Background: an optimization exercise with open tools, aiming at small area, a short achievable clock period and few clock cycles. Do not read the settings as production practice.
Where RTL was checked, it was by simulation tests only, not by an equivalence proof against the original.
Only the layout flow was run in run 9; the RTL was not checked for function there.
In every run shown here, the design's own scripts or RTL, not TritonCTS, make the clock network.
No driver is modelled on the clock port, so clock power and skew are understated where the tree is cut down; a real chip needs a root buffer or a tree.
No activity file was given, so power comes from the tool's default toggle rates.

## flow/design.v

```verilog
module pyfpga_codec (
    input  wire        clk,
    input  wire        rst,           
    input  wire        cmd_valid,
    input  wire [49:0] cmd_word,      
    output wire        cmd_ready,
    output wire        rsp_valid,
    output wire [2:0]  rsp_status,
    output wire [31:0] rsp_data,
    output wire        tx_valid,
    output wire [7:0]  tx_data,
    output wire        link_poll,
    input  wire [7:0]  link_avail,
    output wire        rx_pop,
    input  wire [7:0]  rx_byte
);
    reg         ready;        
    reg         txv;          
    reg         poll;         
    reg         pop;          
    reg         rspv;         
    reg  [3:0]  cnt;          
    reg         vphase;       
    reg         plst;         
    reg         rxl;          
    reg         mv;           
    reg  [1:0]  op;
    reg  [12:0] ahi;          
    reg  [2:0]  pa;           
    reg  [31:0] pd;           
    reg  [7:0]  txq;
    reg  [2:0]  st;
    wire        op_ok    = cmd_word[49] | cmd_word[48];
    wire        accept   = cmd_valid & ready & op_ok;
    wire        wvw      = op[1] & op[0] & ~vphase;   
    wire        zd       = ~op[1] | vphase;           
    wire        av_hi0, av_mid0, av_lo0, avail_ok;
    pyfpga_codec_nor3  u_av_hi  (.a(link_avail[7]), .b(link_avail[6]), .c(link_avail[5]), .y(av_hi0));
    pyfpga_codec_nor2  u_av_mid (.a(link_avail[4]), .b(link_avail[3]), .y(av_mid0));
    pyfpga_codec_nand3 u_av_lo  (.a(link_avail[2]), .b(link_avail[1]), .c(link_avail[0]), .y(av_lo0));
    pyfpga_codec_nand3 u_av     (.a(av_hi0), .b(av_mid0), .c(av_lo0), .y(avail_ok));
    wire [3:0]  cnt_inc  = {cnt[3] ^ (cnt[2] & cnt[1] & cnt[0]), cnt[2] ^ (cnt[1] & cnt[0]),
                            cnt[1] ^ cnt[0], ~cnt[0]};
    wire        tx_last  = (cnt[2:0] == 3'd7);
    wire        rx_last  = (cnt[2:0] == 3'd6);
    wire [2:0]  nidx = cnt[2:0] & {3{txv}};
    reg  [6:0]  nbyte;
    always @(*) begin
        case (nidx)
            3'd0:    nbyte = {1'b0, ahi[12:7]};
            3'd1:    nbyte = ahi[6:0];
            3'd2:    nbyte = zd ? {pa, 4'b0000} : {pa, pd[31:28]};
            default: nbyte = zd ? 7'd0 : {pa, pd[31:28]};
        endcase
    end
    wire        pl_in  = pop & zd;
    wire [6:0]  pl_low = pl_in ? rx_byte[6:0] : {pa, pd[31:28]};
    wire [34:0] pl_sh  = {pd[27:0], pl_low};
    wire [34:0] pl_q   = {pa, pd};
    wire [34:0] pl_d;
    wire        pl_hold  = ~ready & ~mv;
    wire        pl_shift = ~ready & mv;
    genvar i;
    wire [14:0] cmd_d;
    generate
        for (i = 0; i < 15; i = i + 1) begin : g_cmd
            pyfpga_codec_sel2 u_next (.q(i < 13 ? ahi[i] : op[i - 13]), .ld(cmd_word[i + 35]),
                                      .h(~ready), .l(ready), .y(cmd_d[i]));
        end
    endgenerate
    generate
        for (i = 0; i < 35; i = i + 1) begin : g_pl
            pyfpga_codec_sel3 u_next (.q(pl_q[i]), .sh(pl_sh[i]), .ld(cmd_word[i]),
                                      .h(pl_hold), .s(pl_shift), .l(ready), .y(pl_d[i]));
        end
    endgenerate
    wire        bad    = rx_byte[7] ^ cnt[0];      
    wire        err_n  = st[1] | bad;
    wire [6:0]  dx     = rx_byte[6:0] ^ {pa, pd[31:28]};
    wire        cml    = vphase & (cnt[2] | cnt[1]);                
    wire        cmh    = vphase & (cnt[2] | (cnt[1] & cnt[0]));     
    wire        diff   = (cmh & (|dx[6:4])) | (cml & (|dx[3:0]));
    wire [2:0]  st_nx = poll ? {1'b0, ~avail_ok, ~avail_ok} : {(st[2] | diff) & ~err_n, err_n, 1'b0};
    wire        rb_ok    = rxl & wvw & ~st[1] & ~rx_byte[7];    
    wire        finish   = (plst & ~avail_ok) | (rxl & ~rb_ok);
    always @(posedge clk) begin
        if (rst) begin
            ready <= 1'b1;
            txv   <= 1'b0;
            poll  <= 1'b0;
            pop   <= 1'b0;
            rspv  <= 1'b0;
            plst  <= 1'b0;
            rxl   <= 1'b0;
        end else begin
            ready <= ready ? ~accept : finish;
            txv   <= accept | (txv & ~tx_last) | rb_ok;
            poll  <= (txv & tx_last) | (poll & ~plst & ~avail_ok);
            pop   <= (poll & avail_ok) | (pop & ~rx_last);
            rspv  <= finish;
            plst  <= poll & (cnt == 4'd8);
            rxl   <= pop & (cnt[2:0] == 3'd5);
        end
    end
    always @(posedge clk) begin
        if (ready | (pop & rx_last))
            cnt <= 4'd1;
        else if ((txv & tx_last) | (poll & avail_ok))
            cnt <= 4'd0;
        else
            cnt <= cnt_inc;
        mv   <= (txv | pop) & (cnt[2:0] >= 3'd1) & (cnt[2:0] <= 3'd5);
        if (ready)
            vphase <= 1'b0;
        else if (rb_ok)
            vphase <= 1'b1;
        pa <= pl_d[34:32];
        pd <= pl_d[31:0];
        op  <= cmd_d[14:13];
        ahi <= cmd_d[12:0];
        if (ready)
            txq <= {1'b0, cmd_word[49], cmd_word[47:42]};
        else
            txq <= {nidx[0], nbyte};
        st <= st_nx;
    end
    assign cmd_ready  = ready;
    assign rsp_valid  = rspv;
    assign rsp_status = st;
    assign rsp_data   = pd;
    assign tx_valid   = txv;
    assign tx_data    = txq;
    assign link_poll  = poll;
    assign rx_pop     = pop;
endmodule
module pyfpga_codec_nor2 (input wire a, input wire b, output wire y);
    assign y = ~(a | b);
endmodule
module pyfpga_codec_nor3 (input wire a, input wire b, input wire c, output wire y);
    assign y = ~(a | b | c);
endmodule
module pyfpga_codec_nand3 (input wire a, input wire b, input wire c, output wire y);
    assign y = ~(a & b & c);
endmodule
module pyfpga_codec_sel2 (input wire q, input wire ld, input wire h, input wire l, output wire y);
    assign y = (q & h) | (ld & l);
endmodule
module pyfpga_codec_sel3 (
    input  wire q,        
    input  wire sh,       
    input  wire ld,       
    input  wire h,
    input  wire s,
    input  wire l,
    output wire y
);
    assign y = (q & h) | (sh & s) | (ld & l);
endmodule
```

## flow/flow/run.sh

```bash
#!/bin/bash
set -euo pipefail
here=$(pwd)
bash standard.sh "BUFFER_PORTS_ARGS=-buffer_cell sky130_fd_sc_hd__buf_1" \
  "PRE_CTS_TCL=$here/flow/flat_cts.tcl" finish > standard_flow.log 2>&1
```

## flow/flow/flat_cts.tcl

```tcl
set nbuf 3
if {[info exists ::env(CTS_FLAT_BUFS)]} { set nbuf $::env(CTS_FLAT_BUFS) }
set block [ord::get_db_block]
set db [ord::get_db]
set clk_port [lindex [all_clocks] 0]
set clk_name [get_property [lindex [get_property $clk_port sources] 0] name]
set clk_net [$block findNet $clk_name]
set master [$db findMaster sky130_fd_sc_hd__clkbuf_16]

# the clock pins the port drives, sorted by x
set sinks {}
foreach it [$clk_net getITerms] {
  set inst [$it getInst]
  set loc [$inst getLocation]
  lappend sinks [list [lindex $loc 0] [lindex $loc 1] $it]
}
set sinks [lsort -integer -index 0 $sinks]
set n [llength $sinks]
puts "flat_cts: $n clock pins, $nbuf buffers"

for {set k 0} {$k < $nbuf} {incr k} {
  set lo [expr {$k * $n / $nbuf}]
  set hi [expr {($k + 1) * $n / $nbuf - 1}]
  set grp [lrange $sinks $lo $hi]
  set sx 0; set sy 0
  foreach s $grp { incr sx [lindex $s 0]; incr sy [lindex $s 1] }
  set cx [expr {$sx / [llength $grp]}]
  set cy [expr {$sy / [llength $grp]}]
  set buf [odb::dbInst_create $block $master "clkbuf_flat_$k"]
  set net [odb::dbNet_create $block "clknet_flat_$k"]
  $net setSigType CLOCK
  [$buf findITerm A] connect $clk_net
  [$buf findITerm X] connect $net
  foreach s $grp {
    set it [lindex $s 2]
    $it disconnect
    $it connect $net
  }
  $buf setLocation $cx $cy
  $buf setPlacementStatus PLACED
  puts "flat_cts: clkbuf_flat_$k drives [llength $grp] pins from ($cx, $cy)"
}
$clk_net setSigType CLOCK

# TritonCTS is not run: the tree above is the clock tree
proc clock_tree_synthesis {args} { puts "flat_cts: clock_tree_synthesis skipped" }
set_propagated_clock [all_clocks]
```

## flow/standard.sh

```bash
#!/bin/bash
# synth_recipe.tcl (not shown) runs the flow's synth.tcl, then flattens the netlist and writes it again
# the make line also repeats each setting of config.mk as NAME=value (left out here)
make -C /OpenROAD-flow-scripts/flow DESIGN_CONFIG=/design/flow/config.mk WORK_HOME=/design/flow/orfs CLKGATE_MAP_FILE= SYNTH_SCRIPT=/design/flow/synth_recipe.tcl "${@:-finish}"
```

## flow/config.mk

```make
export PLATFORM = sky130hd
export DESIGN_NAME = pyfpga_codec
export DESIGN_NICKNAME = pyfpga_codec
export VERILOG_FILES = /design/flow/design.v
export SDC_FILE = /design/flow/constraint.sdc
export NUM_CORES = 4
export LEC_CHECK = 0
export CAP_MARGIN = 20
export CORE_MARGIN = 2
export CORE_UTILIZATION = 65
export PLACE_DENSITY = 0.65
export SETUP_SLACK_MARGIN = 2.88
export SLEW_MARGIN = 20
export SYNTH_HIERARCHICAL = 1
export SYNTH_MINIMUM_KEEP_SIZE = 0
```

## flow/constraint.sdc

```tcl
create_clock -name core_clock -period 4.5 [get_ports {clk}]
set_input_delay 0.9000 -clock core_clock [delete_from_list [all_inputs] [get_ports {clk}]]
set_output_delay 0.9000 -clock core_clock [all_outputs]
set_load 0.01 [all_outputs]
```

==> results.toml, run 1 <==
[run_status]
outcome = "no timing/DRC/antenna violations"

[die]
die-area_mm2 = 0.00497
core-area_mm2 = 0.00429
die_h_um = 70.5
die_x_um = 70.5
ios = 117
std_cell_rows = 24
initial_core_util = 0.669

[placement]
portBuffers = 116
detailed_place_hpwl_um = 4620
gp_congestion = 0.810
post-place-cells = 432
pre_cts_ws_ps = 2590

[power_and_ir_drop]
leakagePower_nw = 1.56
p_per_area_mw_per_mm2 = 387
peakVddDrop_mv = 0.465

[final_layout]
nNetsFinal = 469
layout_commonest_cell = "buf_1"
most-common-layout-cells = "buf_1, dfxtp_1, inv_1, a222oi_1, clkbuf_2"
syn_to_final_growth_pct = 27.2
layout.cells.non_filler = 444
num_antenna_cells = 0
regArea_mm2 = 0.00151
multi_input_area_mm2 = 0.00130
nFillCells = 253
drive_gt1_frac = 0.184

[critical_path]
cp.required_ps = 4550
path_class = "in -> reg"
cp_max_fo = 3
slowest_stage = "nand4_1"
cp.arrival_ps = 1660
critPathMaxStageDelay_ps = 220
critPathCaptureType = "flop"
path_cells = "buf_1, nor2_1, nand4_1, a21oi_2, a21oi_1"
critPathLaunchType = "input port"

[global_routing]
grt_usage = 0.268
grt_start_max_net_pins = 36
antenna_found_initial = 0
grt_pass1_vias = 2332
grt_pass1_wl_um = 11100
overflow = 0

[timing]
tightest_slew_ps = 769
rsz0062_at_grt = "true"
fmax_mhz = 623
fin_ws_ps = 2890
setup_viol = 0
finClkSkew_ps = 4.95
finalCritPeriodShare = 0.357
final_max_slew_viol_count = 0
period_minus_slack_ps = 1610
totalNegativeSetupSlack_ps = 0
slew_headroom = 0.486
final_hold_viol_count = 0

[synth]
synth_compound_area_frac = 0.249
yosysTopAreaCellShare = 0.516
synth_area_leaders = "dfxtp_1, a222oi_1, inv_1"
synth_edf_count = 0
synth_area_per_cell_um2 = 10.7
synthDistinctLibCells = 37
ys_seq_elements = 74
synthXorXnorAreaFrac = 0.0305
yosys_warnings = 7
syn_area_mm2 = 0.00287
synth-simple-area-share = 0.0876
synth_top_family_by_area = "compound AO/OA/AOI/OAI gates"
synth_ff_type = "dfxtp_1"
synth_cells = 268
synthMuxAreaShare = 0.0275
synth_top_area_cell = "dfxtp_1"
seq_area_frac_synth = 0.516
synth_nets = 343
synthArstFlopShare = 0
synth_fa_ha_area_frac = 0.0261

[routing]
ant_nets = 0
firstDrtPassIters = 10
wire_per_inst_um = 16.3
vias_per_cell = 5.97
drtIter0Drc = 308
drc = 0
wl_um = 7230
vias = 2651

[clocking]
clock_latency_ps = 160
cts.clk_slew.worst_paths_ps = 90

[worst_hold_path]
min_path_type = "reg -> reg"

[job]
maxCapViolCount = 0
[flip-flops by register name (all words and copies together), names as in the netlist]
name,count
pd,32
ahi,13
txq,8
cnt,4
pa,3
st,3
op,2
mv,1
plst,1
poll,1
pop,1
ready,1
rspv,1
rxl,1
txv,1
vphase,1
[synth_stat cells, types with 3 or more instances]
library cell and n:
dfxtp_1 74, xnor2_1 9, nand2b_1 3, a222oi_1 35, nor2b_1 5, ha_1 6
nand3_1 3, and2_1 3, nand2_1 12, a21oi_1 7, a221oi_1 6, nor2_1 9
a2bb2oi_1 6, mux2_2 7, inv_1 42, a22o_1 15
[kinds of logic after synthesis]
| logic type | count (synthesis) |
|---|---|
| AO/OA/AOI/OAI | 79 |
| XOR/XNOR | 10 |
| adder cells (fa/ha/maj) | 6 |
| buffers and inverters | 46 |
| flip-flops | 74 |
| multiplexers | 7 |
| AND/OR/NAND/NOR | 46 |
[metal layers]
| layer | up-vias | global-route usage | part of all wire | wire (µm) |
|---|---|---|---|---|
| met2 | 114 | 0.443 | 0.49 | 3510 |
| met1 | 1251 | 0.378 | 0.43 | 3090 |
| li1 | 1277 | - | - | - |
| met3 | 9 | 0.0433 | 0.077 | 558 |
| met5 | - | 0 | 0 | 0 |
| met4 | 0 | 0.0385 | 0.010 | 72 |
[through the flow]
stage | hold WS (ps) | total power, mW | utilization | cell area, µm²
floorplan | 448 | 0.994 | - | 2890
global placement | 464 | 1.09 | 0.784 | 3370
detailed placement | 468 | 1.10 | 0.784 | 3370
CTS | 490 | 1.39 | 0.820 | 3520
global route | 512 | 1.48 | 0.851 | 3650
finish | 491 | 1.41 | 0.851 | 3650
[modules after synthesis, one instance, submodules excluded]
| module | cells inside | flops+latches | cell area (µm²) | times used |
|---|---|---|---|---|
| pyfpga_codec | 179 | 74 | 2230 | 1 |
| pyfpga_codec_sel3 | 2 | 0 | 13.8 | 35 |
| pyfpga_codec_nor3 | 1 | 0 | 10.0 | 1 |
| pyfpga_codec_sel2 | 1 | 0 | 8.76 | 15 |
| pyfpga_codec_nand3 | 1 | 0 | 5.00 | 2 |
| pyfpga_codec_nor2 | 1 | 0 | 3.75 | 1 |
[path summary, 6_finish.rpt]
check                  start    end  slack [ps]  cells past startpoint
setup reg to reg       op[1]  pd[3]        2940                      5
hold reg to reg       cnt[3]   plst         490                      2
setup / recovery  rx_byte[7]  ready        2890                      5
hold / removal        cnt[3]   plst         490                      2
[critical path, delay by kind of cell]
kind                   cells  cell delay (ps)
buffers and inverters      1               90
AO/OA/AOI/OAI              2              290
AND/OR/NAND/NOR            2              370
[where the power goes]
| group | leakage [nW] | internal [mW] | total [mW] | switching (mW) |
|---|---|---|---|---|
| clock | 0.0370 | 0.122 | 0.283 | 0.161 |
| combinational | 0.904 | 0.150 | 0.319 | 0.169 |
| sequential | 0.621 | 0.740 | 0.811 | 0.0704 |
| total | 1.56 | 1.01 | 1.41 | 0.400 |
[repair_timing]
item                                    CTS  global route
pin swaps                                 0            14
cloned                                    0             1
gates resized for setup                  16            38
hold buffers                              0             0
hold endpoints to repair                  0             0
setup buffers                             4             4
endpoints found under the setup margin   69            34
[layout make-up]
| class | count | area share |
|---|---|---|
| buffer | 3 | 0.0206 |
| inverter | 42 | 0.0432 |
| multi-input combinational | 149 | 0.355 |
| sequential | 74 | 0.412 |
| tap | 52 | 0.0178 |
| timing repair buffer | 124 | 0.151 |
Testbench counts, summed over its fixed seeds: cycles 68,159.
==> inputs of run 2 (changes only) <==
--- a/flow/config.mk
+++ b/flow/config.mk
@@ -9,7 +9,8 @@
 export CORE_MARGIN = 2
 export CORE_UTILIZATION = 65
-export PLACE_DENSITY = 0.65
+export PLACE_DENSITY = 0.75
 export SETUP_SLACK_MARGIN = 2.88
 export SLEW_MARGIN = 20
 export SYNTH_HIERARCHICAL = 1
 export SYNTH_MINIMUM_KEEP_SIZE = 0
+export TNS_END_PERCENT = 10
==> run 2 against run 1 <==
Combinational power is 3% lower. First-iteration DRC count shrank 5.2%. Final area is 1.8% lower. Largest cell class unchanged. Sequential share of layout area up 0.73 points. Power fell by 0.84%. Largest power group unchanged. Via count decreased by 0.57%. Die area did not move. Maximum frequency is 1.8% lower. Highest routed layer unchanged. Still clean on timing, DRC and antenna. Critical path depth is 4 lower.
==> results.toml, run 2 <==
[final_layout]
layout_commonest_cell = "buf_1"
fin_util = 0.835
largest_register_ffs = 32
multi_input_area_mm2 = 0.00127
nNetsFinal = 468
num_antenna_cells = 0
drive_gt1_frac = 0.123
syn_to_final_growth_pct = 24.9
layout.cells.non_filler = 443
regArea_mm2 = 0.00151
top_regs = "pd (32), ahi (13), txq (8)"
top_register = "pd"
most-common-layout-cells = "buf_1, dfxtp_1, inv_1, a222oi_1, a22o_1"
final_area_mm2 = 0.00359
nFillCells = 265

[global_routing]
antenna_found_initial = 0
overflow = 0
grt_start_max_net_pins = 36
grt_usage = 0.265
grt_pass1_vias = 2375
grt_pass1_wl_um = 11000

[synth]
ys_seq_elements = 74
synth_edf_count = 0
synthArstFlopShare = 0
seq_area_frac_synth = 0.516
syn_area_mm2 = 0.00287
synthDistinctLibCells = 37
synth_ff_type = "dfxtp_1"
synth_area_leaders = "dfxtp_1, a222oi_1, inv_1"
yosys_warnings = 7
synth_commonest_cells = "dfxtp_1, inv_1, a222oi_1, a22o_1, nand2_1"
synth_top_area_cell = "dfxtp_1"
synth_area_per_cell_um2 = 10.7
synth_cells = 268
yosysMostFrequentCell = "dfxtp_1"
synth_nets = 343
yosysTopAreaCellShare = 0.516

[worst_hold_path]
holdCritStartpoint = "cnt[3]"
holdPathStages = 2
worstHoldEndpoint = "plst"
min_path_type = "reg -> reg"

[placement]
portBuffers = 116
detailed_place_hpwl_um = 4610
placed_area_mm2 = 0.00337
gp_congestion = 0.770
post-place-cells = 432

[clocking]
cts.clk_slew.worst_paths_ps = 100
clock_latency_ps = 160

[power_and_ir_drop]
fin_total_pwr_mw = 1.40
peakVddDrop_mv = 0.401
leakagePower_nw = 1.49
p_per_area_mw_per_mm2 = 391

[job]
maxCapViolCount = 0

[critical_path]
path_class = "reg -> out"
critPathCaptureType = "output port"
cp.depth = 1
critPathLaunchType = "flop"
cp_top_family = "flip-flops"
r2r_cells = 5
critPathMaxStageDelay_ps = 400
reg2reg_to = "pd[1]"
cp.required_ps = 3600
cp.arrival_ps = 740
r2r_setup_slack_ps = 2960
slowest_stage = "dfxtp_1"
path_cells = "buf_1"
cp_max_fo = 3
worstReg2RegStart = "op[1]"
worst-path-buf-inv = 1

[die]
initial_core_util = 0.669
die_x_um = 70.5
core-area_mm2 = 0.00429
ios = 117
die-area_mm2 = 0.00497
die_h_um = 70.5
std_cell_rows = 24

[routing]
firstDrtPassIters = 9
wl_um = 7080
drtIter0Drc = 292
ant_nets = 0
wire_per_inst_um = 16.0
vias = 2636
drc = 0
vias_per_cell = 5.95

[timing]
rsz0062_at_grt = "true"
final_max_slew_viol_count = 0
setup_viol = 0
finalCritPeriodShare = 0.364
slew_headroom = 0.502
tightest_slew_ps = 745
final_hold_viol_count = 0
fmax_mhz = 611
finClkSkew_ps = 10.5
period_minus_slack_ps = 1640
totalNegativeSetupSlack_ps = 0

[run_status]
outcome = "no timing/DRC/antenna violations"
## run 2: cells by family after synthesis
kind of cell | after synthesis | synth area share
multiplexers | 7 | 0.0275
AND/OR/NAND/NOR | 46 | 0.0876
adder cells (fa/ha/maj) | 6 | 0.0261
buffers and inverters | 46 | 0.0636
flip-flops | 74 | 0.516
XOR/XNOR | 10 | 0.0305
AO/OA/AOI/OAI | 79 | 0.249
## run 2: power breakdown
| part | leakage [nW] | internal (mW) | switching, mW |
|---|---|---|---|
| Combinational | 0.828 | 0.144 | 0.165 |
| Sequential | 0.622 | 0.740 | 0.0701 |
| Clock | 0.0370 | 0.122 | 0.161 |
| Total | 1.49 | 1.01 | 0.396 |
## run 2: what timing repair did
| item | in CTS | in global routing |
|---|---|---|
| setup buffers | 4 | 4 |
| pin swaps | 0 | 8 |
| resized for setup | 3 | 23 |
| setup endpoints to repair | 69 | 38 |
| hold buffers | 0 | 0 |
## run 2: metal layers
| layer | vias to the layer above | GRT usage | share of wire |
|---|---|---|---|
| met3 | 2 | 0.0375 | 0.087 |
| met2 | 128 | 0.470 | 0.50 |
| li1 | 1266 | - | - |
| met5 | - | 0 | 0 |
| met4 | 0 | 0.0150 | 0.0025 |
| met1 | 1240 | 0.362 | 0.41 |
## run 2: how the worst max path moves through the flow
stage / slack, ps / startpoint / end
after global routing: 2840 / link_avail[6] / cnt[3]
final: 2860 / pd[23] / rsp_data[23]
after CTS: 2740 / txv / tx_valid
after floorplan: 2890 / link_avail[6] / cnt[1]
after detailed placement: 2600 / ready / cmd_ready
after global placement: 2580 / ready / cmd_ready
## run 2: area by class of cell
class / instances / area share
flip-flops and latches: 74 / 0.420
multi-input cells: 148 / 0.353
repair buffers: 124 / 0.144
inverters: 42 / 0.0440
plain buffers: 3 / 0.0209
well taps: 52 / 0.0181
## run 2: through the flow
step,hold WS (ps),setup WS (ps)
after floorplan,448,2890
after global placement,464,2580
after detailed placement,470,2600
after CTS,491,2740
after global routing,511,2840
final,489,2860
## run 2: modules after synthesis (local to each module, per instance)
module,copies in the design,cells,flops+latches
pyfpga_codec_nor2,1,1,0
pyfpga_codec_sel3,35,2,0
pyfpga_codec,1,179,74
pyfpga_codec_nor3,1,1,0
pyfpga_codec_nand3,2,1,0
pyfpga_codec_sel2,15,1,0
==> inputs of run 3 (changes only) <==
--- a/flow/config.mk
+++ b/flow/config.mk
@@ -14,3 +14,2 @@
 export SYNTH_HIERARCHICAL = 1
 export SYNTH_MINIMUM_KEEP_SIZE = 0
-export TNS_END_PERCENT = 10
==> run 3 against run 2 <==
Register-to-register slack lost 20 ps. First-iteration DRC count decreased by 12%. Still clean. Critical path depth up 5. Combinational power grew 2%.
==> results.toml, run 3 <==
[run_status]
outcome = "no timing/DRC/antenna violations"

[final_layout]
regArea_mm2 = 0.00151
drive_gt1_frac = 0.171
top_regs = "pd (32), ahi (13), txq (8)"
top_register = "pd"
multi_input_area_mm2 = 0.00126
largest_register_ffs = 32
nNetsFinal = 469
layout.cells.non_filler = 444
layout_commonest_cell = "buf_1"
syn_to_final_growth_pct = 25.6
nFillCells = 265
num_antenna_cells = 0
most-common-layout-cells = "buf_1, dfxtp_1, inv_1, a222oi_1, clkbuf_2"

[placement]
portBuffers = 116
post-place-cells = 432
detailed_place_hpwl_um = 4610
gp_congestion = 0.770

[synth]
yosys_warnings = 7
ys_seq_elements = 74
synthXorXnorAreaFrac = 0.0305
synth_edf_count = 0
yosysTopAreaCellShare = 0.516
seq_area_frac_synth = 0.516
synth_compound_area_frac = 0.249
synth_area_per_cell_um2 = 10.7
synth_nets = 343
synthDistinctLibCells = 37
synthMuxAreaShare = 0.0275
synth_cells = 268
synth-simple-area-share = 0.0876
synth_ff_type = "dfxtp_1"
yosysMostFrequentCell = "dfxtp_1"
synth_fa_ha_area_frac = 0.0261
syn_area_mm2 = 0.00287
synth_area_leaders = "dfxtp_1, a222oi_1, inv_1"
synth_commonest_cells = "dfxtp_1, inv_1, a222oi_1, a22o_1, nand2_1"
synth_top_family_by_area = "compound AO/OA/AOI/OAI gates"
synthArstFlopShare = 0
synth_top_area_cell = "dfxtp_1"

[die]
initial_core_util = 0.669
die_x_um = 70.5
die_h_um = 70.5
ios = 117
core-area_mm2 = 0.00429
die-area_mm2 = 0.00497
std_cell_rows = 24

[timing]
totalNegativeSetupSlack_ps = 0
fmax_mhz = 621
final_max_slew_viol_count = 0
slew_headroom = 0.491
rsz0062_at_grt = "true"
finClkSkew_ps = 11.4
period_minus_slack_ps = 1610
finalCritPeriodShare = 0.358
tightest_slew_ps = 763
setup_viol = 0
final_hold_viol_count = 0

[critical_path]
reg2reg_to = "pd[1]"
r2r_setup_slack_ps = 2940
critPathCaptureType = "flop"
cp.required_ps = 4610
worstReg2RegStart = "vphase"
r2r_cells = 5
crit_path_end = "cnt[3]"
cp-startpoint = "link_avail[5]"
critPathLaunchType = "input port"
cp_max_fo = 4
cp.arrival_ps = 1720
path_class = "in -> reg"

[global_routing]
grt_usage = 0.267
grt_pass1_wl_um = 11100
overflow = 0
grt_pass1_vias = 2378
grt_start_max_net_pins = 36
antenna_found_initial = 0

[power_and_ir_drop]
seqPwrFrac = 0.576
leakagePower_nw = 1.54
fin_total_pwr_mw = 1.41
p_per_area_mw_per_mm2 = 390
p_switching_uw = 396
power.share.clock = 0.201
p_int_mw = 1.01
combPwrFrac = 0.223
peakVddDrop_mv = 0.399
swShare = 0.282

[job]
maxCapViolCount = 0

[clocking]
clock_latency_ps = 160
hold_buffers = 0
cts.clk_slew.worst_paths_ps = 100

[routing]
wl_um = 7190
wire_per_inst_um = 16.2
vias_per_cell = 5.93
drtIter0Drc = 256
firstDrtPassIters = 9
drc = 0
ant_nets = 0
vias = 2633

[worst_hold_path]
min_path_type = "reg -> reg"
holdCritStartpoint = "cnt[3]"
-- run 3: routing by layer --
layer,up-vias,global-route usage,wire length (µm)
met2,114,0.475,3500
li1,1272,-,-
met5,-,0,0
met4,0,0.0150,18
met3,2,0.0375,521
met1,1245,0.362,3150
-- run 3: kinds of logic (layout without fill, tap and decap cells) --
kind of cell / Yosys count / count (layout)
AOI/OAI and AO/OA: 79 / 79
xor gates and xnor gates: 10 / 10
adders and majority gates: 6 / 6
buffers and inverters: 46 / 170
DFF: 74 / 74
muxes: 7 / 7
and+or+nand+nor: 46 / 46
-- run 3: worst min path at each step --
stage	endpoint	slack [ps]	cells past startpoint
final	plst	490	2
after global routing	ahi[5]	510	1
after CTS	pd[26]	490	2
after detailed placement	ahi[11]	470	1
after global placement	op[1]	460	1
after floorplan	op[1]	450	1
-- run 3: worst max-delay path, cell delays in order --
cell	delay, ps
buf_1	80
nor3_2	190
nand3_2	130
nand2_2	100
and3_4	190
and2_1	120
-- run 3: power groups by stage --
stage / sequential (mW) / combinational [mW] / clock (mW)
after floorplan: 0.841 / 0.153 / 0
after global placement: 0.837 / 0.255 / 0
after detailed placement: 0.838 / 0.262 / 0
after CTS: 0.807 / 0.299 / 0.287
after global routing: 0.821 / 0.342 / 0.306
final: 0.810 / 0.313 / 0.283
-- run 3: cell type report --
type,count,area share
multi-input combinational,148,0.349
timing repair buffer,125,0.151
sequential,74,0.418
tap,52,0.0180
inverter,42,0.0437
buffer,3,0.0208
-- run 3: per-stage QoR --
stage	setup slack, ps	utilization	instance area [µm²]	hold slack (ps)
after CTS	2880	0.821	3530	492
after floorplan	2890	-	2890	448
after global placement	2580	0.784	3370	464
after detailed placement	2600	0.784	3370	470
after global routing	2850	0.840	3610	512
final	2890	0.840	3610	492
-- run 3: repair_timing --
action / CTS / global route
pin swaps: 2 / 10
endpoints found under the setup margin: 69 / 38
setup buffers: 4 / 5
gates resized for setup: 18 / 25
-- run 3: modules after synthesis, one instance, submodules excluded --
module,flip-flops and latches,area (µm²),copies in the design,cells
pyfpga_codec_nand3,0,5.00,2,1
pyfpga_codec_sel2,0,8.76,15,1
pyfpga_codec_sel3,0,13.8,35,2
pyfpga_codec_nor2,0,3.75,1,1
pyfpga_codec_nor3,0,10.0,1,1
pyfpga_codec,74,2230,1,179
==> inputs of run 4 (changes only) <==
--- a/flow/config.mk
+++ b/flow/config.mk
@@ -14,2 +14,3 @@
 export SYNTH_HIERARCHICAL = 1
 export SYNTH_MINIMUM_KEEP_SIZE = 0
+export TNS_END_PERCENT = 30
==> run 4 against run 3 <==
Still clean on timing, DRC and antenna. Global-route usage shrank 0.15 points. Worst hold slack worse by 3.1 ps. Clock power is essentially flat. Maximum frequency down 1.8%. Cell count is the same. Die area stayed put. Sequential share of layout area up 0.13 points. Wire length is 0.75% lower. Clock skew fell by 1.7 ps. Worst setup slack got worse by 30 ps. Combinational power is essentially flat. Critical path type is now reg -> out. Largest cell class unchanged.
==> results.toml, run 4 <==
[synth]
synth_nets = 343
synthDistinctLibCells = 37
synthXorXnorAreaFrac = 0.0305
synth_fa_ha_area_frac = 0.0261
synthMuxAreaShare = 0.0275
ys_seq_elements = 74
synth_edf_count = 0
synth_ff_type = "dfxtp_1"
synth_area_per_cell_um2 = 10.7
synth_cells = 268
yosysMostFrequentCell = "dfxtp_1"
synth_area_leaders = "dfxtp_1, a222oi_1, inv_1"
yosys_warnings = 7
synth-simple-area-share = 0.0876
synth_compound_area_frac = 0.249
syn_area_mm2 = 0.00287
synthArstFlopShare = 0
synth_top_family_by_area = "compound AO/OA/AOI/OAI gates"
seq_area_frac_synth = 0.516
synth_top_area_cell = "dfxtp_1"
yosysTopAreaCellShare = 0.516
synth_commonest_cells = "dfxtp_1, inv_1, a222oi_1, a22o_1, nand2_1"

[critical_path]
critPathCaptureType = "output port"
cp_max_fo = 3
slowest_stage = "dfxtp_1"
path_cells = "buf_1"
cp.required_ps = 3600
cp_top_family = "flip-flops"
worst-path-buf-inv = 1
cp.arrival_ps = 740
critPathLaunchType = "flop"
worstReg2RegStart = "vphase"
path_class = "reg -> out"
cp-startpoint = "pd[23]"
critPathMaxStageDelay_ps = 400

[final_layout]
fin_util = 0.839
largest_register_ffs = 32
nNetsFinal = 469
layout.cells.non_filler = 444
final_area_mm2 = 0.00360
num_antenna_cells = 0
top_register = "pd"
nFillCells = 259
top_regs = "pd (32), ahi (13), txq (8)"
syn_to_final_growth_pct = 25.4
drive_gt1_frac = 0.130
most-common-layout-cells = "buf_1, dfxtp_1, inv_1, a222oi_1, a22o_1"
layout_commonest_cell = "buf_1"

[worst_hold_path]
holdCritStartpoint = "pd[19]"
min_path_type = "reg -> reg"

[timing]
final_max_slew_viol_count = 0
period_minus_slack_ps = 1640
fmax_mhz = 609
finClkSkew_ps = 9.76
slew_headroom = 0.496
setup_viol = 0
tightest_slew_ps = 754
hold_ws_ps = 489
rsz0062_at_grt = "true"
finalCritPeriodShare = 0.365
totalNegativeSetupSlack_ps = 0
final_hold_viol_count = 0

[routing]
highest_layer = "met4"
drtIter0Drc = 284
wire_per_inst_um = 16.1
met3_length_um = 648
wl_um = 7140
firstDrtPassIters = 10
ant_nets = 0
route.met2.wl_um = 3480
drc = 0
vias_per_cell = 6.05
drt-met1-wl_um = 2970
vias = 2684

[global_routing]
grt_pass1_wl_um = 11000
antenna_found_initial = 0
grt_usage = 0.265
grt_pass1_vias = 2377
overflow = 0
grt_start_max_net_pins = 36

[placement]
placed_area_mm2 = 0.00337
gp_congestion = 0.770
detailed_place_hpwl_um = 4610
portBuffers = 116
post-place-cells = 432

[die]
ios = 117
core-area_mm2 = 0.00429
die-area_mm2 = 0.00497
initial_core_util = 0.669
die_x_um = 70.5
std_cell_rows = 24
die_h_um = 70.5

[clocking]
cts.clk_slew.worst_paths_ps = 100
hold_buffers = 0
clock_latency_ps = 160

[power_and_ir_drop]
p_per_area_mw_per_mm2 = 390
peakVddDrop_mv = 0.402
leakagePower_nw = 1.50

[job]
maxCapViolCount = 0

[run_status]
outcome = "no timing/DRC/antenna violations"
run 4: cell families (layout without fill, tap and decap cells):
group | after synthesis | in the layout
compound gates | 79 | 79
xor+xnor | 10 | 10
fa+ha+maj | 6 | 6
buf+inv | 46 | 170
flops | 74 | 74
mux | 7 | 7
simple gates | 46 | 46
run 4: metrics by stage:
step	total power, mW	setup WS (ps)
floorplan	0.994	2890
global placement	1.09	2580
detailed placement	1.10	2600
CTS	1.39	2780
global route	1.47	2840
finish	1.41	2860
run 4: what timing repair did:
action / in CTS / in global routing
cloned: 0 / 0
endpoints found under the hold margin: 0 / 0
buffers inserted: 4 / 5
gates resized for setup: 6 / 24
pin swaps: 0 / 10
endpoints found under the setup margin: 69 / 38
run 4: power breakdown:
| part | leakage, nW | switching, mW | internal [mW] |
|---|---|---|---|
| clock | 0.0370 | 0.162 | 0.122 |
| sequential | 0.622 | 0.0702 | 0.740 |
| combinational | 0.843 | 0.166 | 0.145 |
run 4: modules after synthesis, one instance, submodules excluded:
| module | flip-flops and latches | copies in the design | cell area [µm²] | cells inside |
|---|---|---|---|---|
| pyfpga_codec_nor2 | 0 | 1 | 3.75 | 1 |
| pyfpga_codec_nor3 | 0 | 1 | 10.0 | 1 |
| pyfpga_codec_nand3 | 0 | 2 | 5.00 | 1 |
| pyfpga_codec_sel3 | 0 | 35 | 13.8 | 2 |
| pyfpga_codec_sel2 | 0 | 15 | 8.76 | 1 |
| pyfpga_codec | 74 | 1 | 2230 | 179 |
run 4: final timing paths:
| path | end | slack (ps) | cells past startpoint |
|---|---|---|---|
| worst max-delay path | rsp_data[23] | 2860 | 1 |
| worst min-delay path | pd[26] | 490 | 2 |
| worst max register to register | pd[1] | 2950 | 5 |
| worst min register to register | pd[26] | 490 | 2 |
run 4: final cells by class:
cell class              instances  area (µm²)  area share
multi-input cells             148        1270       0.353
inverters                      42         158      0.0438
repair buffers                125         526       0.146
flip-flops and latches         74        1510       0.419
well taps                      52        65.1      0.0181
plain buffers                   3        75.1      0.0208
run 4: layer usage:
layer,GRT usage,vias to the layer above
met4,0.0150,0
li1,-,1272
met2,0.470,136
met5,0,-
met3,0.0375,6
met1,0.362,1270
==> inputs of run 5 (changes only) <==
--- a/flow/config.mk
+++ b/flow/config.mk
@@ -10,7 +10,6 @@
 export CORE_UTILIZATION = 65
 export PLACE_DENSITY = 0.75
-export SETUP_SLACK_MARGIN = 2.88
+export SETUP_SLACK_MARGIN = 2.84
 export SLEW_MARGIN = 20
 export SYNTH_HIERARCHICAL = 1
 export SYNTH_MINIMUM_KEEP_SIZE = 0
-export TNS_END_PERCENT = 30
==> run 5 against run 4 <==
Sequential cell count unchanged. Clock skew up 1.5 ps. Worst setup slack better by 7.4 ps. Worst hold slack better by 1.1 ps. Synthesized cell count unchanged. Register-to-register slack about the same. Final area down 0.83%. Global-route usage up 0.15 points. Combinational power about the same. Clock power about the same. Highest routed layer unchanged. Sequential share of layout area up 0.11 points. Maximum frequency up 0.45%.
==> results.toml, run 5 <==
[global_routing]
grt_usage = 0.267
antenna_found_initial = 0
grt_start_max_net_pins = 36
overflow = 0
grt_pass1_vias = 2379
grt_pass1_wl_um = 11100

[critical_path]
critPathLaunchType = "flop"
cp_top_family = "flip-flops"
critPathMaxStageDelay_ps = 410
cp-startpoint = "pd[29]"
critPathCaptureType = "output port"
path_class = "reg -> out"
path_cells = "buf_1"
r2r_setup_slack_ps = 2940
crit_path_end = "rsp_data[29]"
cp.depth = 1
cp_max_fo = 5
r2r_cells = 4
worst-path-buf-inv = 1
reg2reg_to = "pd[30]"
cp.required_ps = 3600
slowest_stage = "dfxtp_2"
cp.arrival_ps = 730
worstReg2RegStart = "ready"

[power_and_ir_drop]
leakagePower_nw = 1.48
p_per_area_mw_per_mm2 = 391
peakVddDrop_mv = 0.397

[final_layout]
most-common-layout-cells = "buf_1, dfxtp_1, inv_1, a222oi_1, a22o_1"
num_antenna_cells = 0
syn_to_final_growth_pct = 24.4
largest_register_ffs = 32
nNetsFinal = 467
layout.cells.non_filler = 442
top_register = "pd"
top_regs = "pd (32), ahi (13), txq (8)"
drive_gt1_frac = 0.113
fin_util = 0.832
layout_commonest_cell = "buf_1"

[timing]
rsz0062_at_grt = "true"
finClkSkew_ps = 11.3
final_hold_viol_count = 0
final_max_slew_viol_count = 0
finalCritPeriodShare = 0.363
tightest_slew_ps = 744
fin_ws_ps = 2870
fmax_mhz = 612
totalNegativeSetupSlack_ps = 0
setup_viol = 0
period_minus_slack_ps = 1630
slew_headroom = 0.503

[placement]
gp_congestion = 0.770
pre_cts_ws_ps = 2600
portBuffers = 116
detailed_place_hpwl_um = 4610
post-place-cells = 432

[synth]
seq_area_frac_synth = 0.516
synth_commonest_cells = "dfxtp_1, inv_1, a222oi_1, a22o_1, nand2_1"
synth_ff_type = "dfxtp_1"
synth_top_area_cell = "dfxtp_1"
syn_area_mm2 = 0.00287
synth_edf_count = 0
yosysTopAreaCellShare = 0.516
synth_area_per_cell_um2 = 10.7
yosys_warnings = 7
synthDistinctLibCells = 37
yosysMostFrequentCell = "dfxtp_1"
synth_cells = 268
ys_seq_elements = 74
synth_nets = 343
synth_area_leaders = "dfxtp_1, a222oi_1, inv_1"
synthArstFlopShare = 0

[clocking]
clock_latency_ps = 160
cts.clk_slew.worst_paths_ps = 100
hold_buffers = 0

[run_status]
outcome = "no timing/DRC/antenna violations"

[worst_hold_path]
holdPathStages = 2
min_path_type = "reg -> reg"

[routing]
vias = 2673
wire_per_inst_um = 16.0
firstDrtPassIters = 13
wl_um = 7090
ant_nets = 0
drtIter0Drc = 275
vias_per_cell = 6.05
drc = 0

[die]
std_cell_rows = 24
core-area_mm2 = 0.00429
initial_core_util = 0.669
ios = 117
die_x_um = 70.5
die-area_mm2 = 0.00497
die_h_um = 70.5

[job]
maxCapViolCount = 0
run 5: worst register-to-register path: cells and delay by family (launching register included):
family / cells / cell delay [ps]
buf+inv: 2 / 280
compound gates: 1 / 280
flops: 1 / 350
simple gates: 1 / 610
run 5: where the power goes:
part | switching (mW) | total, mW | leakage (nW) | internal [mW]
Combinational | 0.165 | 0.308 | 0.819 | 0.143
Clock | 0.159 | 0.281 | 0.0370 | 0.122
Sequential | 0.0702 | 0.810 | 0.621 | 0.739
Total | 0.394 | 1.40 | 1.48 | 1.00
run 5: Yosys stat by module, one instance, submodules excluded:
module	times used	area, µm²	cells	flip-flops and latches
pyfpga_codec	1	2230	179	74
pyfpga_codec_sel3	35	13.8	2	0
pyfpga_codec_nor3	1	10.0	1	0
pyfpga_codec_sel2	15	8.76	1	0
pyfpga_codec_nand3	2	5.00	1	0
pyfpga_codec_nor2	1	3.75	1	0
run 5: area by class of cell:
cell class	count	area [µm²]
tap	52	65.1
sequential	74	1500
buffer	3	75.1
inverter	42	158
fill	264	722
timing repair buffer	123	507
multi-input combinational	148	1270
run 5: through the flow:
step / instance area [µm²] / hold slack [ps] / total power, mW
floorplan: 2890 / 448 / 0.994
global placement: 3370 / 464 / 1.09
detailed placement: 3370 / 470 / 1.10
CTS: 3520 / 491 / 1.39
global route: 3570 / 512 / 1.46
finish: 3570 / 490 / 1.40
run 5: worst min-delay path by stage:
stage,start,to,slack (ps)
global placement,op[1],op[1],460
CTS,pd[19],pd[26],490
finish,cnt[3],plst,490
floorplan,op[1],op[1],450
detailed placement,ahi[11],ahi[11],470
global route,ahi[5],ahi[5],510
run 5: cells by family (layout without fill, tap and decap cells):
| kind of cell | count (synthesis) | in the layout | share of synthesized area |
|---|---|---|---|
| compound gates | 79 | 79 | 0.249 |
| flops | 74 | 74 | 0.516 |
| simple gates | 46 | 46 | 0.0876 |
| buf+inv | 46 | 168 | 0.0636 |
| xor+xnor | 10 | 10 | 0.0305 |
| mux | 7 | 7 | 0.0275 |
| fa+ha+maj | 6 | 6 | 0.0261 |
run 5: metal layers:
layer | GRT usage | routed length (µm) | share of wire
met1 | 0.363 | 2950 | 0.42
met2 | 0.474 | 3500 | 0.49
met3 | 0.0375 | 603 | 0.085
met4 | 0.0150 | 36 | 0.0051
met5 | 0 | 0 | 0
run 5: what timing repair did:
| item | 4_1_cts | 5_1_grt |
|---|---|---|
| setup buffers | 4 | 3 |
| pin swaps | 0 | 5 |
| endpoints found under the setup margin | 63 | 15 |
| resized for setup | 12 | 10 |
==> inputs of run 6 (changes only) <==
--- a/flow/design.v
+++ b/flow/design.v
@@ -83,5 +83,5 @@
     wire [2:0]  st_nx = poll ? {1'b0, ~avail_ok, ~avail_ok} : {(st[2] | diff) & ~err_n, err_n, 1'b0};
     wire        rb_ok    = rxl & wvw & ~st[1] & ~rx_byte[7];    
-    wire        finish   = (plst & ~avail_ok) | (rxl & ~rb_ok);
+    wire        finish   = (plst & poll & ~avail_ok) | (rxl & ~rb_ok);
     always @(posedge clk) begin
         if (rst) begin
--- a/flow/config.mk
+++ b/flow/config.mk
@@ -10,5 +10,5 @@
 export CORE_UTILIZATION = 65
 export PLACE_DENSITY = 0.75
-export SETUP_SLACK_MARGIN = 2.84
+export SETUP_SLACK_MARGIN = 2.92
 export SLEW_MARGIN = 20
 export SYNTH_HIERARCHICAL = 1
==> run 6 against run 5 <==
Die area shrank 0.37%. Worst setup slack gained 26 ps. Combinational power grew 13%. Critical path type is now in -> reg. Highest routed layer unchanged. Wire length grew 12%.
==> results.toml, run 6 <==
[timing]
totalNegativeSetupSlack_ps = 0
hold_ws_ps = 479
rsz0062_at_grt = "true"
final_max_slew_viol_count = 0
finClkSkew_ps = 8.66
final_hold_viol_count = 0
slew_headroom = 0.520
tightest_slew_ps = 719
period_minus_slack_ps = 1610
fmax_mhz = 622
setup_viol = 0
finalCritPeriodShare = 0.357

[power_and_ir_drop]
fin_total_pwr_mw = 1.44
leakagePower_nw = 1.64
p_per_area_mw_per_mm2 = 383
peakVddDrop_mv = 0.370

[routing]
drtIter0Drc = 299
firstDrtPassIters = 9
drc = 0
ant_nets = 0
wire_per_inst_um = 17.6
vias_per_cell = 6.19
vias = 2792
wl_um = 7930

[synth]
synth_edf_count = 0
yosysMostFrequentCell = "dfxtp_1"
synth_area_leaders = "dfxtp_1, a222oi_1, inv_1"
synth_cells = 267
yosysTopAreaCellShare = 0.518
synth_ff_type = "dfxtp_1"
synth_top_area_cell = "dfxtp_1"
syn_area_mm2 = 0.00286
ys_seq_elements = 74
seq_area_frac_synth = 0.518
synthArstFlopShare = 0
synthDistinctLibCells = 40
yosys_warnings = 7
synth_area_per_cell_um2 = 10.7
synth_nets = 342
synth_commonest_cells = "dfxtp_1, inv_1, a222oi_1, a22o_1, nand2_1"

[global_routing]
antenna_found_initial = 0
grt_pass1_wl_um = 11600
grt_pass1_vias = 2460
grt_start_max_net_pins = 36
grt_usage = 0.282
overflow = 0

[critical_path]
critPathMaxStageDelay_ps = 180
path_cells = "buf_1, nor3_2, nand3_2, nor2b_2, a22oi_2, a21oi_1"
cp_top_family = "simple AND/OR/NAND/NOR gates"
slowest_stage = "nor3_2"
cp.arrival_ps = 1690
worst-path-buf-inv = 1
cp.required_ps = 4590
path_class = "in -> reg"
cp_max_fo = 3
critPathLaunchType = "input port"
critPathCaptureType = "flop"

[placement]
portBuffers = 116
placed_area_mm2 = 0.00335
detailed_place_hpwl_um = 4580
gp_congestion = 0.766

[die]
initial_core_util = 0.666
ios = 117
std_cell_rows = 24
die_x_um = 70.3
die_h_um = 70.3
core-area_mm2 = 0.00429
die-area_mm2 = 0.00495

[final_layout]
most-common-layout-cells = "buf_1, inv_1, dfxtp_1, a222oi_1, dfxtp_2"
top_register = "pd"
top_regs = "pd (32), ahi (13), txq (8)"
largest_register_ffs = 32
syn_to_final_growth_pct = 31.4
final_area_mm2 = 0.00376
layout_commonest_cell = "buf_1"
nNetsFinal = 476
drive_gt1_frac = 0.303
num_antenna_cells = 0

[clocking]
clock_latency_ps = 160
hold_buffers = 0
cts.clk_slew.worst_paths_ps = 90

[worst_hold_path]
min_path_type = "reg -> reg"

[run_status]
outcome = "no timing/DRC/antenna violations"

[job]
maxCapViolCount = 0
run 6: through the flow:
stage / instances / setup slack [ps] / util
6_report: 451 / 2890 / 0.875
5_1_grt: 451 / 2810 / 0.875
4_1_cts: 444 / 2910 / 0.840
3_5_place_dp: 430 / 2480 / 0.780
3_3_place_gp: 430 / 2490 / 0.780
2_1_floorplan: 267 / 2900 / -
run 6: layer usage:
layer | GRT usage | vias up | share of wire
li1 | - | 1290 | -
met1 | 0.374 | 1299 | 0.38
met2 | 0.491 | 183 | 0.50
met3 | 0.0390 | 20 | 0.11
met4 | 0.0598 | 0 | 0.022
met5 | 0 | - | 0
run 6: kinds of logic (layout without fill, tap and decap cells):
logic type,after synthesis,after routing,share of synthesized area
buf+inv,47,177,0.0656
mux,7,7,0.0276
fa+ha+maj,6,6,0.0262
flops,74,74,0.518
xor+xnor,10,10,0.0306
compound gates,79,79,0.248
simple gates,44,46,0.0844
run 6: final cells by class:
class	instances	area, µm²
Inverter	42	161
Timing Repair Buffer	132	634
Fill cell	230	537
Sequential cell	74	1540
Buffer	3	75.1
Tap cell	52	65.1
Multi-Input combinational cell	148	1280
run 6: worst paths after layout:
check,startpoint,to,slack [ps],cells past startpoint
worst min register to register,pd[16],pd[23],480,2
worst max-delay path,link_avail[6],ready,2890,6
worst min-delay path,pd[16],pd[23],480,2
worst max register to register,cnt[2],txq[5],3000,4
run 6: worst min-delay path: stages, from the launching register on:
cell	delay, ps
dfxtp_2	340
a222oi_1	60
inv_1	50
run 6: modules after synthesis, one instance, submodules excluded:
| module | cells inside | cell area, µm² |
|---|---|---|
| pyfpga_codec_nor3 | 1 | 10.0 |
| pyfpga_codec | 178 | 2220 |
| pyfpga_codec_nand3 | 1 | 5.00 |
| pyfpga_codec_sel2 | 1 | 8.76 |
| pyfpga_codec_sel3 | 2 | 13.8 |
| pyfpga_codec_nor2 | 1 | 3.75 |
run 6: timing repair:
item,4_1_cts,5_1_grt
gates cloned,0,2
hold endpoints to repair,0,0
setup buffers,11,5
pin swaps,3,9
resized for setup,43,54
setup endpoints to repair,85,77
run 6: where the power goes:
group          switching [mW]  internal, mW
sequential             0.0658         0.747
clock                   0.158         0.122
combinational           0.180         0.168
total                   0.404          1.04
Testbench counts of run 6, summed over its fixed seeds: cycles 68,159.
==> inputs of run 7 (changes only) <==
--- a/flow/config.mk
+++ b/flow/config.mk
@@ -10,5 +10,5 @@
 export CORE_UTILIZATION = 65
 export PLACE_DENSITY = 0.75
-export SETUP_SLACK_MARGIN = 2.92
+export SETUP_SLACK_MARGIN = 2.88
 export SLEW_MARGIN = 20
 export SYNTH_HIERARCHICAL = 1
==> run 7 against run 6 <==
Critical path depth stayed put. Wire length is 1.4% lower. First-iteration DRC count is 25% higher. Worst setup slack worse by 81 ps. Sequential power hardly changed. Utilization is 2.4 points lower. Final area is 2.8% lower. Register-to-register slack worse by 30 ps. Synthesized cell count stayed put. Combinational power is 5.8% lower. Die area stayed put.
==> results.toml, run 7 <==
[timing]
final_hold_viol_count = 0
fin_ws_ps = 2810
setup_viol = 0
rsz0062_at_grt = "true"
period_minus_slack_ps = 1690
totalNegativeSetupSlack_ps = 0
fmax_mhz = 592
slew_headroom = 0.546
finalCritPeriodShare = 0.375
hold_ws_ps = 484
finClkSkew_ps = 11.2
final_max_slew_viol_count = 0
tightest_slew_ps = 678

[final_layout]
largest_register_ffs = 32
layout_commonest_cell = "buf_1"
layout.cells.non_filler = 445
top_regs = "pd (32), ahi (13), txq (8)"
drive_gt1_frac = 0.178
most-common-layout-cells = "buf_1, dfxtp_1, inv_1, a222oi_1, clkbuf_2"
nNetsFinal = 470
nFillCells = 253
multi_input_area_mm2 = 0.00129
num_antenna_cells = 0
top_register = "pd"
syn_to_final_growth_pct = 27.7
regArea_mm2 = 0.00151

[die]
initial_core_util = 0.666
die_x_um = 70.3
core-area_mm2 = 0.00429
die_h_um = 70.3
ios = 117
die-area_mm2 = 0.00495
std_cell_rows = 24

[power_and_ir_drop]
p_per_area_mw_per_mm2 = 390
leakagePower_nw = 1.55
seqPwrFrac = 0.569
combPwrFrac = 0.230
peakVddDrop_mv = 0.511
power.share.clock = 0.201
fin_total_pwr_mw = 1.43
p_int_mw = 1.02
p_switching_uw = 409
swShare = 0.287

[placement]
detailed_place_hpwl_um = 4720
portBuffers = 116
gp_congestion = 0.769
pre_cts_ws_ps = 2470
post-place-cells = 430

[global_routing]
antenna_found_initial = 0
grt_pass1_vias = 2595
grt_pass1_wl_um = 11600
grt_start_max_net_pins = 36
overflow = 0
grt_usage = 0.283

[routing]
drtIter0Drc = 374
wire_per_inst_um = 17.6
vias = 2735
firstDrtPassIters = 8
wl_um = 7820
ant_nets = 0
vias_per_cell = 6.15
drc = 0

[synth]
ys_seq_elements = 74
yosysTopAreaCellShare = 0.518
synth_cells = 267
synth_area_per_cell_um2 = 10.7
yosysMostFrequentCell = "dfxtp_1"
yosys_warnings = 7
seq_area_frac_synth = 0.518
synthDistinctLibCells = 40
synth_commonest_cells = "dfxtp_1, inv_1, a222oi_1, a22o_1, nand2_1"
synth_edf_count = 0
synth_top_area_cell = "dfxtp_1"
synth_nets = 342
synth_ff_type = "dfxtp_1"
synth_area_leaders = "dfxtp_1, a222oi_1, inv_1"
syn_area_mm2 = 0.00286
synthArstFlopShare = 0

[critical_path]
path_class = "in -> reg"
critPathLaunchType = "input port"
r2r_cells = 5
r2r_setup_slack_ps = 2970
worstReg2RegStart = "op[1]"
reg2reg_to = "pd[0]"
critPathCaptureType = "flop"
cp.required_ps = 4580
cp.arrival_ps = 1760
cp_max_fo = 3

[run_status]
outcome = "no timing/DRC/antenna violations"

[worst_hold_path]
holdCritStartpoint = "pd[23]"
holdPathStages = 2
min_path_type = "reg -> reg"
worstHoldEndpoint = "pd[30]"

[job]
maxCapViolCount = 0

[clocking]
hold_buffers = 0
clock_latency_ps = 160
cts.clk_slew.worst_paths_ps = 100
[run 7: cells by family after synthesis]
| kind of cell | Yosys count | share of synthesized area |
|---|---|---|
| compound gates | 79 | 0.248 |
| flops | 74 | 0.518 |
| buf+inv | 47 | 0.0656 |
| simple gates | 44 | 0.0844 |
| xor+xnor | 10 | 0.0306 |
| mux | 7 | 0.0276 |
| fa+ha+maj | 6 | 0.0262 |
[run 7: through the flow]
stage | util | cell area [µm²]
final | 0.851 | 3650
after global routing | 0.851 | 3650
after CTS | 0.827 | 3550
after detailed placement | 0.780 | 3350
after global placement | 0.780 | 3350
after floorplan | - | 2880
[run 7: how the worst max path moves through the flow]
stage | end | start | cells after the start
floorplan | ready | link_avail[6] | 5
detailed placement | txq[7] | ready | 2
finish | ready | link_avail[5] | 6
global route | ready | link_avail[5] | 6
CTS | cnt[1] | link_avail[6] | 6
global placement | txq[7] | ready | 2
[run 7: layout make-up]
type	count	area share
Multi-Input combinational cell	148	0.352
Tap cell	52	0.0178
Inverter	42	0.0432
Timing Repair Buffer	126	0.154
Buffer	3	0.0205
Sequential cell	74	0.412
[run 7: power by group through the flow]
| stage | clock (mW) | sequential [mW] | combinational [mW] |
|---|---|---|---|
| 2_1_floorplan | 0 | 0.841 | 0.151 |
| 3_3_place_gp | 0 | 0.836 | 0.252 |
| 3_5_place_dp | 0 | 0.838 | 0.262 |
| 4_1_cts | 0.285 | 0.807 | 0.303 |
| 5_1_grt | 0.306 | 0.822 | 0.356 |
| 6_report | 0.287 | 0.812 | 0.327 |
[run 7: worst max-delay path: stages]
cell and delay [ps]:
buf_1 80, nor3_2 190, nand3_2 150, nor2b_4 170, a22oi_2 90, a21oi_2 180
[run 7: timing repair]
| item | CTS | global route |
|---|---|---|
| buffers inserted | 6 | 4 |
| resized for setup | 20 | 28 |
| pin swaps | 2 | 10 |
| endpoints found under the setup margin | 71 | 61 |
| gates cloned | 0 | 2 |
[run 7: Yosys stat by module, one instance, submodules excluded]
module | flip-flops and latches | cells inside | copies in the design
pyfpga_codec | 74 | 178 | 1
pyfpga_codec_nand3 | 0 | 1 | 2
pyfpga_codec_nor2 | 0 | 1 | 1
pyfpga_codec_nor3 | 0 | 1 | 1
pyfpga_codec_sel2 | 0 | 1 | 15
pyfpga_codec_sel3 | 0 | 2 | 35
[run 7: routing by layer]
layer,track usage,vias up,wire (µm)
met1,0.371,1282,3070
met5,0,-,0
met4,0.0684,0,200
met2,0.497,150,3900
met3,0.0332,19,649
li1,-,1284,-
==> inputs of run 8 (changes only) <==
--- a/flow/config.mk
+++ b/flow/config.mk
@@ -10,5 +10,5 @@
 export CORE_UTILIZATION = 65
 export PLACE_DENSITY = 0.75
-export SETUP_SLACK_MARGIN = 2.88
+export SETUP_SLACK_MARGIN = 2.84
 export SLEW_MARGIN = 20
 export SYNTH_HIERARCHICAL = 1
==> run 8 against run 7 <==
Still clean. Cell count decreased by 0.90%. Clock skew is 1.8 ps lower. Global-route usage down 0.43 points. Largest cell class unchanged. Highest routed layer unchanged.
==> results.toml, run 8 <==
[run_status]
outcome = "no timing/DRC/antenna violations"

[clocking]
cts.clk_slew.worst_paths_ps = 90
hold_buffers = 0
clock_latency_ps = 160

[final_layout]
syn_to_final_growth_pct = 25.5
nFillCells = 266
drive_gt1_frac = 0.116
top_register = "pd"
num_antenna_cells = 0
fin_util = 0.836
layout_commonest_cell = "buf_1"
most-common-layout-cells = "buf_1, dfxtp_1, inv_1, a222oi_1, a22o_1"
nNetsFinal = 466
final_area_mm2 = 0.00359
top_regs = "pd (32), ahi (13), txq (8)"
largest_register_ffs = 32

[global_routing]
grt_pass1_vias = 2553
grt_start_max_net_pins = 36
grt_pass1_wl_um = 11500
grt_usage = 0.279
overflow = 0
antenna_found_initial = 0

[routing]
route.met2.wl_um = 3850
met3_length_um = 619
ant_nets = 0
drtIter0Drc = 371
drt-met1-wl_um = 3000
vias = 2673
wire_per_inst_um = 17.1
vias_per_cell = 6.06
firstDrtPassIters = 7
wl_um = 7540
drc = 0
highest_layer = "met4"

[power_and_ir_drop]
p_per_area_mw_per_mm2 = 392
fin_total_pwr_mw = 1.41
swShare = 0.286
seqPwrFrac = 0.576
p_switching_uw = 402
leakagePower_nw = 1.48
peakVddDrop_mv = 0.514
p_int_mw = 1.01
power.share.clock = 0.203
combPwrFrac = 0.221

[synth]
synth_edf_count = 0
seq_area_frac_synth = 0.518
yosysMostFrequentCell = "dfxtp_1"
ys_seq_elements = 74
synth_top_area_cell = "dfxtp_1"
synth_ff_type = "dfxtp_1"
synthDistinctLibCells = 40
synthArstFlopShare = 0
synth_nets = 342
yosysTopAreaCellShare = 0.518
synth_area_per_cell_um2 = 10.7
synth_cells = 267
yosys_warnings = 7
synth_commonest_cells = "dfxtp_1, inv_1, a222oi_1, a22o_1, nand2_1"
syn_area_mm2 = 0.00286
synth_area_leaders = "dfxtp_1, a222oi_1, inv_1"

[timing]
finalCritPeriodShare = 0.366
period_minus_slack_ps = 1650
fmax_mhz = 607
final_max_slew_viol_count = 0
slew_headroom = 0.538
setup_viol = 0
final_hold_viol_count = 0
totalNegativeSetupSlack_ps = 0
rsz0062_at_grt = "true"
finClkSkew_ps = 9.43
tightest_slew_ps = 690

[die]
die-area_mm2 = 0.00495
initial_core_util = 0.666
die_h_um = 70.3
ios = 117
die_x_um = 70.3
std_cell_rows = 24
core-area_mm2 = 0.00429

[placement]
placed_area_mm2 = 0.00335
gp_congestion = 0.769
detailed_place_hpwl_um = 4720
portBuffers = 116

[critical_path]
critPathMaxStageDelay_ps = 180
path_cells = "buf_6, nor3_4, nand3_2, nor2b_4, nand2b_1, a21oi_1"
cp.required_ps = 4580
critPathCaptureType = "flop"
cp_max_fo = 3
path_class = "in -> reg"
slowest_stage = "nor3_4"
cp.arrival_ps = 1730
critPathLaunchType = "input port"

[worst_hold_path]
min_path_type = "reg -> reg"

[job]
maxCapViolCount = 0
==> run 8: cell counts after synthesis <==
No cell type changed its count.
==> run 8: worst paths after layout <==
check,startpoint,end,slack (ps),depth (start not counted)
max,link_avail[6],poll,2850,6
min,ahi[10],ahi[10],490,1
max reg2reg,op[1],pd[0],2940,5
min reg2reg,ahi[10],ahi[10],490,1
==> run 8: Yosys stat by module, one instance, submodules excluded <==
module | flip-flops and latches | cell area, µm² | times used
pyfpga_codec_sel2 | 0 | 8.76 | 15
pyfpga_codec | 74 | 2220 | 1
pyfpga_codec_sel3 | 0 | 13.8 | 35
pyfpga_codec_nand3 | 0 | 5.00 | 2
pyfpga_codec_nor2 | 0 | 3.75 | 1
pyfpga_codec_nor3 | 0 | 10.0 | 1
==> run 8: what timing repair did <==
| action | 4_1_cts | 5_1_grt |
|---|---|---|
| cloned | 0 | 2 |
| pin swaps | 0 | 4 |
| setup buffers | 5 | 1 |
| setup endpoints to repair | 63 | 48 |
| resized for setup | 10 | 17 |
==> run 8: critical path, delay by kind of cell <==
| family | cells | cell delay [ps] |
|---|---|---|
| simple gates | 4 | 580 |
| compound gates | 1 | 160 |
| buf+inv | 1 | 100 |
==> run 8: layer usage <==
layer | vias to the layer above | track usage
met3 | 8 | 0.0317
met4 | 0 | 0.0534
li1 | 1273 | -
met2 | 136 | 0.495
met5 | - | 0
met1 | 1256 | 0.367
==> run 8: power groups by stage <==
| stage | Sequential (mW) | Combinational (mW) | Clock [mW] |
|---|---|---|---|
| 2_1_floorplan | 0.841 | 0.151 | 0 |
| 3_3_place_gp | 0.836 | 0.252 | 0 |
| 3_5_place_dp | 0.838 | 0.262 | 0 |
| 4_1_cts | 0.807 | 0.301 | 0.285 |
| 5_1_grt | 0.821 | 0.342 | 0.305 |
| 6_report | 0.811 | 0.312 | 0.286 |
==> run 8: cell type report <==
class	instances	area, µm²	share of cell area
multi-input cells	148	1270	0.355
plain buffers	3	75.1	0.0209
inverters	42	158	0.0439
repair buffers	122	519	0.145
well taps	52	65.1	0.0181
flip-flops and latches	74	1500	0.418
==> run 8: cell families (layout without fill, tap and decap cells) <==
logic type      Yosys count  after routing  share of synthesized area
xor+xnor                 10             10                     0.0306
compound gates           79             79                      0.248
mux                       7              7                     0.0276
buf+inv                  47            167                     0.0656
flops                    74             74                      0.518
simple gates             44             46                     0.0844
fa+ha+maj                 6              6                     0.0262
==> run 8: per-stage QoR <==
stage               setup slack [ps]  hold WS (ps)  instances
floorplan                       2890           448        267
global placement                2490           466        430
detailed placement              2470           472        430
CTS                             2830           495        438
global route                    2800           510        441
finish                          2850           492        441
==> inputs of run 9 (changes only) <==
--- a/flow/design.v
+++ b/flow/design.v
@@ -25,4 +25,5 @@
     reg         rxl;          
     reg         mv;           
+    reg         cml, cmh;     
     reg  [1:0]  op;
     reg  [12:0] ahi;          
@@ -78,6 +79,4 @@
     wire        err_n  = st[1] | bad;
     wire [6:0]  dx     = rx_byte[6:0] ^ {pa, pd[31:28]};
-    wire        cml    = vphase & (cnt[2] | cnt[1]);                
-    wire        cmh    = vphase & (cnt[2] | (cnt[1] & cnt[0]));     
     wire        diff   = (cmh & (|dx[6:4])) | (cml & (|dx[3:0]));
     wire [2:0]  st_nx = poll ? {1'b0, ~avail_ok, ~avail_ok} : {(st[2] | diff) & ~err_n, err_n, 1'b0};
@@ -111,4 +110,6 @@
             cnt <= cnt_inc;
         mv   <= (txv | pop) & (cnt[2:0] >= 3'd1) & (cnt[2:0] <= 3'd5);
+        cml  <= vphase & pop & (cnt[2:0] >= 3'd1) & (cnt[2:0] <= 3'd5);    
+        cmh  <= vphase & pop & (cnt[2:0] >= 3'd2) & (cnt[2:0] <= 3'd5);    
         if (ready)
             vphase <= 1'b0;
==> run 9 against run 8 <==
Wire length increased by 7.5%. Combinational power decreased by 2%. Synthesized cell count increased by 2.2%.
==> results.toml, run 9 <==
[final_layout]
layout.cells.non_filler = 449
layout_commonest_cell = "buf_1"
num_antenna_cells = 0
top_register = "pd"
top_regs = "pd (32), ahi (13), txq (8)"
largest_register_ffs = 32
most-common-layout-cells = "buf_1, dfxtp_1, inv_1, a222oi_1, a22o_1"
syn_to_final_growth_pct = 24.6
fin_util = 0.842
drive_gt1_frac = 0.123
nNetsFinal = 473
final_area_mm2 = 0.00367

[synth]
synth_area_per_cell_um2 = 10.8
syn_area_mm2 = 0.00294
synth_commonest_cells = "dfxtp_1, inv_1, a222oi_1, a22o_1, nor2_1"
synth_top_area_cell = "dfxtp_1"
synth_cells = 273
yosysMostFrequentCell = "dfxtp_1"
synth_edf_count = 0
seq_area_frac_synth = 0.517
synth_nets = 347
synth_ff_type = "dfxtp_1"
synthDistinctLibCells = 41
yosys_warnings = 7

[global_routing]
grt_start_max_net_pins = 36
antenna_found_initial = 0
overflow = 0
grt_pass1_wl_um = 11900
grt_pass1_vias = 2568

[critical_path]
cp.required_ps = 4540
cp.arrival_ps = 1880
cp_max_fo = 2
critPathCaptureType = "flop"
slowest_stage = "nor3_2"
path_class = "in -> reg"
critPathMaxStageDelay_ps = 180
critPathLaunchType = "input port"

[power_and_ir_drop]
p_switching_uw = 410
p_per_area_mw_per_mm2 = 389
power.share.clock = 0.201
seqPwrFrac = 0.584
swShare = 0.287
p_int_mw = 1.02
fin_total_pwr_mw = 1.43

[placement]
placed_area_mm2 = 0.00344
post-place-cells = 436
gp_congestion = 0.781

[timing]
rsz0062_at_grt = "true"
tightest_slew_ps = 710
slew_headroom = 0.524
hold_ws_ps = 488
finClkSkew_ps = 3.41
period_minus_slack_ps = 1840
fin_ws_ps = 2660
totalNegativeSetupSlack_ps = 0

[clocking]
cts.clk_slew.worst_paths_ps = 90
clock_latency_ps = 160
hold_buffers = 0

[routing]
firstDrtPassIters = 9
vias_per_cell = 6.24
ant_nets = 0
wl_um = 8110
drc = 0

[worst_hold_path]
min_path_type = "reg -> reg"

[die]
initial_core_util = 0.676
die_h_um = 71.3
core-area_mm2 = 0.00435
die_x_um = 71.3
ios = 117

[run_status]
outcome = "no timing/DRC/antenna violations"

[job]
maxCapViolCount = 0
==> run 9: cell types whose count changed in the layout (fill, tap and decap cells not counted), moves of 3 or more <==
| cell | delta |
|---|---|
| buf_4 | +3 |
| nand2_1 | -6 |
| nand3_1 | +4 |
| nor2_1 | +6 |
| o211ai_1 | +3 |
| xnor2_1 | -8 |
| xor2_1 | +7 |
==> run 9: worst max-delay path, delay by kind of cell <==
family / cells / cell delay, ps
compound gates: 1 / 140
buf+inv: 4 / 470
simple gates: 3 / 360
==> run 9: final timing paths <==
kind            startpoint     end  slack, ps  cells after the start
max reg2reg         cnt[1]  cnt[2]       2940                      5
max          link_avail[6]     pop       2660                      8
min reg2reg           plst   ready        490                      2
min                   plst   ready        490                      2
==> run 9: logic make-up after synthesis <==
logic type,share of synthesized area
AOI/OAI and AO/OA,0.271
xor gates and xnor gates,0.0268
and+or+nand+nor,0.0740
DFF,0.517
buffers and inverters,0.0634
muxes,0.0268
adders and majority gates,0.0213
==> run 9: layout make-up <==
cell class | instances | area (µm²)
sequential | 76 | 1540
buffer | 3 | 75.1
multi-input combinational | 152 | 1310
timing repair buffer | 125 | 526
tap | 52 | 65.1
fill | 276 | 688
inverter | 41 | 155
==> run 9: timing repair <==
item | 4_1_cts | 5_1_grt
setup buffers | 7 | 1
gates cloned | 0 | 2
endpoints found under the setup margin | 64 | 22
gates resized for setup | 12 | 10
pin swaps | 5 | 5
==> run 9: per-module statistics from Yosys (local to each module, per instance) <==
module	cell area [µm²]	copies in the design	cells inside
pyfpga_codec	2300	1	184
pyfpga_codec_sel3	13.8	35	2
pyfpga_codec_nor3	10.0	1	1
pyfpga_codec_sel2	8.76	15	1
pyfpga_codec_nand3	5.00	2	1
pyfpga_codec_nor2	3.75	1	1
==> run 9: power groups by stage <==
| stage | Sequential, mW | Clock, mW | Combinational (mW) |
|---|---|---|---|
| 2_1_floorplan | 0.861 | 0 | 0.149 |
| 3_3_place_gp | 0.856 | 0 | 0.250 |
| 3_5_place_dp | 0.859 | 0 | 0.259 |
| 4_1_cts | 0.828 | 0.288 | 0.298 |
| 5_1_grt | 0.843 | 0.307 | 0.334 |
| 6_report | 0.833 | 0.286 | 0.307 |
==> run 9: layer usage <==
| layer | share of wire | track usage | up-vias |
|---|---|---|---|
| met4 | 0.017 | 0.0671 | 0 |
| met1 | 0.39 | 0.366 | 1329 |
| met3 | 0.082 | 0.0408 | 13 |
| met5 | 0 | 0 | - |
| met2 | 0.51 | 0.514 | 155 |
| li1 | - | - | 1305 |
